From an optimization exercise on the open Yosys and OpenROAD flow, aimed at small area, a short achievable clock period and few clock cycles per item; shortcuts taken in it are not production practice.
The RTL was checked by simulation tests, not by an equivalence proof against the original design.
Power and IR drop assume default switching activity.

==> flow/design.v, too long to show whole: its modules and the start of the top module <==
// module m64p_unit: 533 lines
// module m64p_mac32: 3281 lines
module m64p_unit (
    input  wire        clk,
    input  wire        rst,
    input  wire        in_valid,
    output wire        in_ready,
    input  wire [2:0]  in_kind,
    input  wire [3:0]  in_reg,
    input  wire [63:0] in_data,
    output wire        out_valid,
    output wire [63:0] out_data
);
  // ...
==> flow/flow/run.sh <==
#!/bin/bash
set -euo pipefail
cd "$(dirname "$0")/.."
# synthesis .. CTS: the CTS-stage repair aims at about 5.3 ns
bash standard.sh SETUP_SLACK_MARGIN=12.7 cts > flow_to_cts.log 2>&1
# global route .. finish: repair again after global routing
bash standard.sh SETUP_SLACK_MARGIN=12.7 TNS_END_PERCENT=50 finish > flow_to_finish.log 2>&1
==> flow/standard.sh <==
#!/bin/bash
# synth_recipe.tcl (not shown) runs the flow's synth.tcl, then flattens the netlist and writes it again
# the make line also repeats each setting of config.mk as NAME=value (left out here)
make -C /OpenROAD-flow-scripts/flow DESIGN_CONFIG=/design/flow/config.mk WORK_HOME=/design/flow/orfs CLKGATE_MAP_FILE= SYNTH_SCRIPT=/design/flow/synth_recipe.tcl "${@:-finish}"
==> flow/config.mk <==
export PLATFORM = sky130hd
export DESIGN_NAME = m64p_unit
export DESIGN_NICKNAME = m64p_unit
export VERILOG_FILES = /design/flow/design.v
export SDC_FILE = /design/flow/constraint.sdc
export NUM_CORES = 8
export LEC_CHECK = 0
export CAP_MARGIN = 30
export CORE_MARGIN = 2
export CORE_UTILIZATION = 30
export GPL_ROUTABILITY_DRIVEN = 1
export PLACE_DENSITY = 0.5
export SLEW_MARGIN = 50
==> flow/constraint.sdc <==
create_clock -name core_clock -period 18.0 [get_ports {clk}]
set_input_delay 3.6000 -clock core_clock [delete_from_list [all_inputs] [get_ports {clk}]]
set_output_delay 3.6000 -clock core_clock [all_outputs]
set_load 0.01 [all_outputs]
==> impl_metrics.env, run 1 <==
export IMPL_synthTopCellsByArea="edfxtp_1 27%, fa_1 13%, dfxtp_1 6.6%, and2_1 3.9%, a22oi_1 3.6%"
export IMPL_nFlopsAndLatches=2015
export IMPL_drc=0
export IMPL_cts_max_path_buffers=4
export IMPL_postCtsResizedCells=1324
export IMPL_yosys_mux_area_fraction_pct=6.41
export IMPL_mostFrequentLayoutCell="edfxtp_1"
export IMPL_cts_tree="done"
export IMPL_setup_ws_ns=12.20
export IMPL_crit_family="compound AO/OA/AOI/OAI gates"
export IMPL_utilization_pct=36.8
export IMPL_ys_flop_type="edfxtp_1"
export IMPL_worstSetupPathType="register to register"
export IMPL_rsz0062_at_grt="yes"
export IMPL_r2r_slack_ns=12.20
export IMPL_synth_compound_area_share_pct=20.2
export IMPL_multi_input_area_um2=106000
export IMPL_timing_max_transition_violations_final=0
export IMPL_ir_worst_vdd_v=0.000103
export IMPL_wl_met1_um=349000
export IMPL_buf_share_pct=7.64
export IMPL_syn_inst=16900
export IMPL_fin_cells=24700
export IMPL_ios=140
export IMPL_track_usage_pct=33.8
export IMPL_slowest_delay_ns=0.41
export IMPL_cts_root_buf="clkbuf_16"
export IMPL_wl_per_cell_um=39.5
export IMPL_ys_types=102
export IMPL_setup_viol=0
export IMPL_regArea_um2=55300
export IMPL_met2_wirelength_um=383000
export IMPL_grt_use_met2_pct=46.7
export IMPL_sequentialPower_mw=5.50
export IMPL_diodes=120
export IMPL_yosysWarnings=2
export IMPL_synth_edf_count=1478
export IMPL_fmax_mhz=172
export IMPL_outcome="no timing/DRC/antenna violations"
export IMPL_p_total_mw=14.9
export IMPL_n_fill_cell=53700
export IMPL_clk_pin_slew_ns=0.06
Testbench counts, summed over its fixed seeds: cycles 20,648, txns 16,168.
==> inputs of run 2 (changes only) <==
--- a/flow/config.mk
+++ b/flow/config.mk
@@ -10,4 +10,4 @@
 export CORE_UTILIZATION = 30
 export GPL_ROUTABILITY_DRIVEN = 1
-export PLACE_DENSITY = 0.5
+export PLACE_DENSITY = 0.45
 export SLEW_MARGIN = 50
==> run 2 against run 1 <==
Net effect:
- register-to-register slack better by 0.16 ns
- sequential share of layout area about the same
- global-route usage up 1.6 points
- sequential cell count unchanged
- power about the same
- cell area up 0.11%
- count of clock-buffer cells in the layout up 19
- worst hold slack worse by 0.0018 ns
- area after synthesis unchanged
- critical endpoint is now W[8][31]
- largest cell class unchanged
==> impl_metrics.env, run 2 <==
export IMPL_outcome="no timing/DRC/antenna violations"
export IMPL_ir_worst_vdd_v=0.0000909
export IMPL_slew_headroom_pct=36.6
export IMPL_gp_congestion=1.03
export IMPL_htreeDepth=4
export IMPL_cts_tree="done"
export IMPL_overflow=0
export IMPL_die_h_um=739
export IMPL_ios=140
export IMPL_dp_slack_ns=10.35
export IMPL_synth_top_family_by_area="compound AO/OA/AOI/OAI gates"
export IMPL_synth_xor_area_share_pct=3.75
export IMPL_yosysMostFrequentCell="edfxtp_1"
export IMPL_reg_largest_list="W: 1024 flops, m_c: 66 flops, m_s: 66 flops"
export IMPL_netlist_area_um2=162000
export IMPL_fin_setup_tns_ns=0
export IMPL_grt_pass1_vias=149000
export IMPL_grt_pass1_wl_um=1340000
export IMPL_drive_gt1_share_pct=19.0
export IMPL_setup_viol=0
export IMPL_finalWirelength_um=1010000
export IMPL_num_vias=159000
export IMPL_vias_per_cell=6.44
export IMPL_drc=0
export IMPL_synth_largest_area_cell="edfxtp_1"
export IMPL_setup_ws_ns=12.35
export IMPL_synth_edf_count=1478
export IMPL_start_util_pct=30.2
export IMPL_ys_flop_type="edfxtp_1"
export IMPL_netSwitchingFraction_pct=34.5
export IMPL_maxCapViolations=0
export IMPL_layout_common_cells="1478 x edfxtp_1, 1168 x nand2_1, 1046 x nor2_1"
export IMPL_required_ns=18.74
export IMPL_utilization_pct=36.8
export IMPL_async_flop_share_pct=0
export IMPL_synthSimpleGateAreaFrac_pct=14.0
export IMPL_finalCritPeriodShare_pct=31.4
export IMPL_drt_pass1_iterations=10
export IMPL_ys_seq_area_share_pct=34.0
export IMPL_worstSetupPathType="register to register"
export IMPL_arrival_ns=6.39
export IMPL_area_growth_pct=22.1
export IMPL_regMostFlops="W"
export IMPL_cts_buffers=244
export IMPL_cts_hold_buf=0
export IMPL_ys_top_cells_by_count="1478 x edfxtp_1, 1217 x nand2_1, 1212 x clkbuf_1"
export IMPL_fin_skew_ns=0.180
export IMPL_synth_fp_nets=18400
export IMPL_antenna_found_initial=179
export IMPL_design_core_area_um2=537000
export IMPL_cts_max_path_buffers=4
export IMPL_nets=18700
export IMPL_cp_end_kind="register"
export IMPL_netlist_area_leader_share_pct=27.4
export IMPL_synthAdderAreaFrac_pct=16.0
export IMPL_yosys_mux_area_fraction_pct=6.41
export IMPL_track_usage_pct=35.4
export IMPL_worst_pin_slew_ns=0.952
export IMPL_p_clk_share_pct=36.3
export IMPL_die_x_um=739
export IMPL_intPower_mw=9.73
export IMPL_avgSynthCellArea_um2=9.59
export IMPL_power_density_nw_per_um2=75.2
export IMPL_fmax_mhz=177
export IMPL_netSwitchingPower_mw=5.14
export IMPL_drt_iter0_markers=25800
export IMPL_yosysWarnings=2
export IMPL_cts_sinks=2015
export IMPL_mostFrequentLayoutCell="edfxtp_1"
export IMPL_hpwl_um=687000
export IMPL_portBuffers=139
export IMPL_hold_path_class="register to register"
export IMPL_synthTopCellsByArea="edfxtp_1 27%, fa_1 13%, dfxtp_1 6.6%, and2_1 3.9%, a22oi_1 3.6%"
export IMPL_cts_root_buf="clkbuf_16"
export IMPL_synth_compound_area_share_pct=20.2
export IMPL_finalHoldViolations=0
export IMPL_fin_crit_ns=5.65
export IMPL_ys_types=102
export IMPL_r2r_slack_ns=12.35
export IMPL_wl_per_cell_um=41.0
export IMPL_critPathLaunchType="register"
export IMPL_seq_power_share_pct=37.0
export IMPL_comb_power_share_pct=26.6
export IMPL_p_leak_nw=72.9
export IMPL_ant_nets=0
export IMPL_ys_seq_elements=2015
export IMPL_timing_max_transition_violations_final=0
export IMPL_die_area_um2=546000
export IMPL_row_count=269
export IMPL_syn_inst=16900
export IMPL_crit_fanout=6
export IMPL_rsz0062_at_grt="yes"
export IMPL_insertion_delay_ns=1.08
export IMPL_grt_max_degree=75
export IMPL_clk_pin_slew_ns=0.06
export IMPL_largest_reg_flops=1024
-- run 2: what timing repair did --
item	CTS	global route
resized for setup	1406	454
setup endpoints to repair	2590	1304
setup buffers	328	99
pin swaps	214	220
gates cloned	44	8
hold endpoints to repair	0	0
-- run 2: cell families after synthesis --
| group | count (synthesis) |
|---|---|
| compound gates | 4853 |
| flops | 2015 |
| xor+xnor | 693 |
| mux | 860 |
| buf+inv | 2414 |
| simple gates | 4616 |
| fa+ha+maj | 1449 |
-- run 2: cell type report --
type,instances,area (um^2)
multi-input combinational,12500,106000
timing repair buffer,1383,15100
clock buffer,324,6750
antenna,128,320
timing repair inverter,2,25.0
inverter,1038,3970
fill,54100,339000
clock inverter,138,1710
tap,7181,8980
sequential,2015,55400
-- run 2: per-stage QoR --
stage | power [mW] | std cells | area [um^2] | hold WS (ns)
finish | 14.9 | 24700 | 198000 | 0.466
global route | 15.1 | 24600 | 198000 | 0.487
CTS | 14.5 | 24400 | 194000 | 0.469
detailed placement | 8.75 | 23600 | 177000 | 0.451
global placement | 8.71 | 23500 | 174000 | 0.444
floorplan | 7.19 | 16900 | 163000 | 0.346
-- run 2: final timing paths --
path | start | to | cells past startpoint
setup / recovery | d_cnt[0] | W[8][31] | 22
hold / removal | s0[10] | s0[10] | 2
setup reg to reg | d_cnt[0] | W[8][31] | 22
hold reg to reg | s0[10] | s0[10] | 2
-- run 2: power by group through the flow --
stage	Sequential [mW]	Clock, mW	Combinational, mW
global route	5.52	5.57	3.97
floorplan	5.50	0	1.70
detailed placement	5.61	0	3.15
global placement	5.63	0	3.09
CTS	5.49	5.40	3.60
finish	5.50	5.40	3.96
-- run 2: critical path, stage by stage, from the launching register on --
cell and delay, ns:
edfxtp_1 0.41, buf_6 0.19, buf_12 0.15, buf_4 0.12
mux4_2 0.50, mux4_2 0.50, a221o_1 0.41, o21ai_2 0.13
ha_4 0.25, o21a_1 0.16, o21a_1 0.17, o21ai_2 0.16
nand2_1 0.08, o21ai_2 0.07, a311o_1 0.21, a31oi_4 0.11
a211o_1 0.34, a21oi_2 0.19, xor2_2 0.37, nor2_1 0.15
o31ai_1 0.22, buf_4 0.28, o221ai_4 0.15
-- run 2: metal layers --
metal | part of all wire [%] | vias up | GRT usage [%]
met5 | 0.12 | - | 0.585
met4 | 9.0 | 70 | 25.5
met3 | 14 | 3489 | 13.6
met2 | 40 | 13000 | 49.7
met1 | 37 | 80300 | 44.1
li1 | - | 62200 | -
==> inputs of run 3 (changes only) <==
--- a/flow/config.mk
+++ b/flow/config.mk
@@ -11,3 +11,3 @@
 export GPL_ROUTABILITY_DRIVEN = 1
 export PLACE_DENSITY = 0.45
-export SLEW_MARGIN = 50
+export SLEW_MARGIN = 40
==> run 3 against run 2 <==
Net effect:
- still clean on timing, DRC and antenna
- first-iteration DRC count rose by 2.1%
- critical path depth up 5
- sequential share of layout area increased by 0.11 points
- clock power is 1% lower
- area after synthesis unchanged
- largest power group unchanged
- highest routed layer unchanged
==> impl_metrics.env, run 3 <==
export IMPL_outcome="no timing/DRC/antenna violations"
export IMPL_ys_types=102
export IMPL_syn_inst=16900
export IMPL_worst_pin_slew_ns=1.10
export IMPL_insertion_delay_ns=1.09
export IMPL_grt_pass1_vias=149000
export IMPL_async_flop_share_pct=0
export IMPL_placed_cells=23500
export IMPL_num_vias=159000
export IMPL_ys_seq_elements=2015
export IMPL_power_density_nw_per_um2=75.3
export IMPL_rsz0062_at_grt="yes"
export IMPL_yosysMostFrequentCell="edfxtp_1"
export IMPL_cts_root_buf="clkbuf_16"
export IMPL_netlist_area_um2=162000
export IMPL_fin_cells=24600
export IMPL_ys_top_cells_by_count="1478 x edfxtp_1, 1217 x nand2_1, 1212 x clkbuf_1"
export IMPL_cp_end_kind="register"
export IMPL_p_leak_nw=72.6
export IMPL_synthSimpleGateAreaFrac_pct=14.0
export IMPL_area_growth_pct=21.6
export IMPL_synth_edf_count=1478
export IMPL_ir_worst_vdd_v=0.000102
export IMPL_fin_setup_tns_ns=0
export IMPL_avgSynthCellArea_um2=9.59
export IMPL_grt_max_degree=75
export IMPL_gp_congestion=1.03
export IMPL_critPathLaunchType="register"
export IMPL_ios=140
export IMPL_synth_compound_area_share_pct=20.2
export IMPL_die_area_um2=546000
export IMPL_largest_reg_flops=1024
export IMPL_synthAdderAreaFrac_pct=16.0
export IMPL_hold_path_class="register to register"
export IMPL_regMostFlops="W"
export IMPL_start_util_pct=30.2
export IMPL_finalWirelength_um=1010000
export IMPL_antenna_found_initial=184
export IMPL_yosys_mux_area_fraction_pct=6.41
export IMPL_hpwl_um=682000
export IMPL_clk_pin_slew_ns=0.06
export IMPL_crit_fanout=8
export IMPL_row_count=269
export IMPL_grt_pass1_wl_um=1340000
export IMPL_timing_max_transition_violations_final=0
export IMPL_cts_sinks=2015
export IMPL_maxCapViolations=0
export IMPL_finalHoldViolations=0
export IMPL_drt_iter0_markers=26300
export IMPL_netlist_area_leader_share_pct=27.4
export IMPL_cts_hold_buf=0
export IMPL_ys_flop_type="edfxtp_1"
export IMPL_design_core_area_um2=537000
export IMPL_fin_area_um2=197000
export IMPL_synth_top_family_by_area="compound AO/OA/AOI/OAI gates"
export IMPL_ys_seq_area_share_pct=34.0
export IMPL_required_ns=18.79
export IMPL_cts_tree="done"
export IMPL_arrival_ns=6.51
export IMPL_overflow=0
export IMPL_place_area_um2=175000
export IMPL_synth_fp_nets=18400
export IMPL_track_usage_pct=35.5
export IMPL_portBuffers=139
export IMPL_layout_common_cells="1478 x edfxtp_1, 1176 x nand2_1, 1053 x nor2_1"
export IMPL_cts_max_path_buffers=4
export IMPL_slew_headroom_pct=25.9
export IMPL_mostFrequentLayoutCell="edfxtp_1"
export IMPL_slowest_stage="edfxtp_1"
export IMPL_nets=18700
export IMPL_dp_slack_ns=10.34
export IMPL_setup_ws_ns=12.28
export IMPL_n_fill_cell=54200
export IMPL_wl_per_cell_um=41.2
export IMPL_fmax_mhz=175
export IMPL_synth_xor_area_share_pct=3.75
export IMPL_drive_gt1_share_pct=18.6
export IMPL_htreeDepth=4
export IMPL_fin_skew_ns=0.143
export IMPL_synth_largest_area_cell="edfxtp_1"
export IMPL_yosysWarnings=2
export IMPL_setup_viol=0
export IMPL_slowest_delay_ns=0.43
export IMPL_die_h_um=739
export IMPL_worstSetupPathType="register to register"
export IMPL_reg_largest_list="W: 1024 flops, m_c: 66 flops, m_s: 66 flops"
export IMPL_die_x_um=739
export IMPL_ant_nets=0
export IMPL_fin_crit_ns=5.72
export IMPL_vias_per_cell=6.45
export IMPL_drc=0
export IMPL_whs_ns=0.468
export IMPL_cts_buffers=245
export IMPL_drt_pass1_iterations=8
export IMPL_finalCritPeriodShare_pct=31.8
export IMPL_synthTopCellsByArea="edfxtp_1 27%, fa_1 13%, dfxtp_1 6.6%, and2_1 3.9%, a22oi_1 3.6%"
## run 3: path summary, 6_finish.rpt
kind | slack [ns] | start | endpoint | cells after the start
worst min-delay path | 0.47 | s0[13] | s0[13] | 2
worst max-delay path | 12.28 | d_cnt[0] | W[14][19] | 27
worst min register to register | 0.47 | s0[13] | s0[13] | 2
worst max register to register | 12.28 | d_cnt[0] | W[14][19] | 27
## run 3: through the flow
step           util (%)  power (mW)
6_report           36.7        14.8
5_1_grt            36.6        15.0
4_1_cts            36.0        14.4
3_5_place_dp       32.6        8.72
3_3_place_gp       32.4        8.71
2_1_floorplan         -        7.19
## run 3: logic make-up (layout without fill, tap and decap cells)
logic type / count (synthesis) / in the layout
flip-flops: 2015 / 2015
AO/OA/AOI/OAI: 4853 / 4855
buffers and inverters: 2414 / 2854
other: 0 / 99
XOR/XNOR: 693 / 693
AND/OR/NAND/NOR: 4616 / 4620
multiplexers: 860 / 860
adder cells (fa/ha/maj): 1449 / 1449
## run 3: critical path: cells and delay by family (launching register included)
| kind | cells | cell delay [ns] |
|---|---|---|
| fa+ha+maj | 1 | 0.34 |
| compound gates | 13 | 2.44 |
| mux | 1 | 0.19 |
| buf+inv | 5 | 0.81 |
| simple gates | 7 | 1.22 |
| flops | 1 | 0.43 |
## run 3: timing repair
item | CTS | global route
pin swaps | 222 | 190
setup endpoints to repair | 2784 | 1652
setup buffers | 339 | 119
gates cloned | 56 | 15
resized for setup | 1506 | 446
## run 3: report_power, final
group / switching (mW) / total, mW / internal, mW
clock network: 2.31 / 5.33 / 3.02
logic: 2.60 / 3.99 / 1.39
registers: 0.260 / 5.52 / 5.26
## run 3: cell type report
cell class                 count  area [um^2]  share of cell area (%)
sequential                  2015        55400                    28.1
clock buffer                 338         6960                    3.53
timing repair buffer        1352        14800                    7.50
multi-input combinational  12500       105000                    53.4
inverter                    1038         3980                    2.02
timing repair inverter         4         42.5                  0.0216
tap                         7181         8980                    4.56
antenna                       99          248                   0.126
clock inverter               122         1420                   0.719
## run 3: metal layers
layer / up-vias / track usage, % / routed length (um)
met5: - / 0.437 / 1070
met4: 66 / 25.0 / 90000
met3: 3434 / 14.1 / 143000
met2: 13100 / 49.9 / 405000
met1: 80100 / 44.2 / 375000
li1: 62100 / - / -

afterwards: timing with drivers on the ports:
The flow's constraints put no driver on any port. The routed layouts listed below were extracted and timed again, unchanged, in two steps. Step 1, drivers: a clkbuf_16 drives clk and a buf_2 each remaining input, both assumed. Step 2 times the ports against the registers' clock, not the clock port: input delays grow and output delays shrink by t, the midpoint of the rising clock arrivals with the driver on. Three values: no drivers, after step 1, after step 2; two values: the first two.
run | shift t [ns] | setup slack, ns | worst hold slack (ns) | clock arrival spread, ns | worst slew at a driven data input, ns
run 1 | 1.154 | 12.198 / 12.198 / 12.143 | 0.468 / 0.468 / 0.468 | 0.107 / 0.106 | 0.09
run 2 | 1.121 | 12.353 / 12.353 / 12.353 | 0.466 / 0.466 / 0.466 | 0.181 / 0.181 | 0.26
run 3 | 1.158 | 12.275 / 12.275 / 12.275 | 0.468 / 0.468 / 0.468 | 0.144 / 0.144 | 0.25
After both steps every run listed still meets setup and hold. For run 1, which loses most, drivers alone change the setup slack by 0.000 ns; drivers and shift together by -0.055 ns.
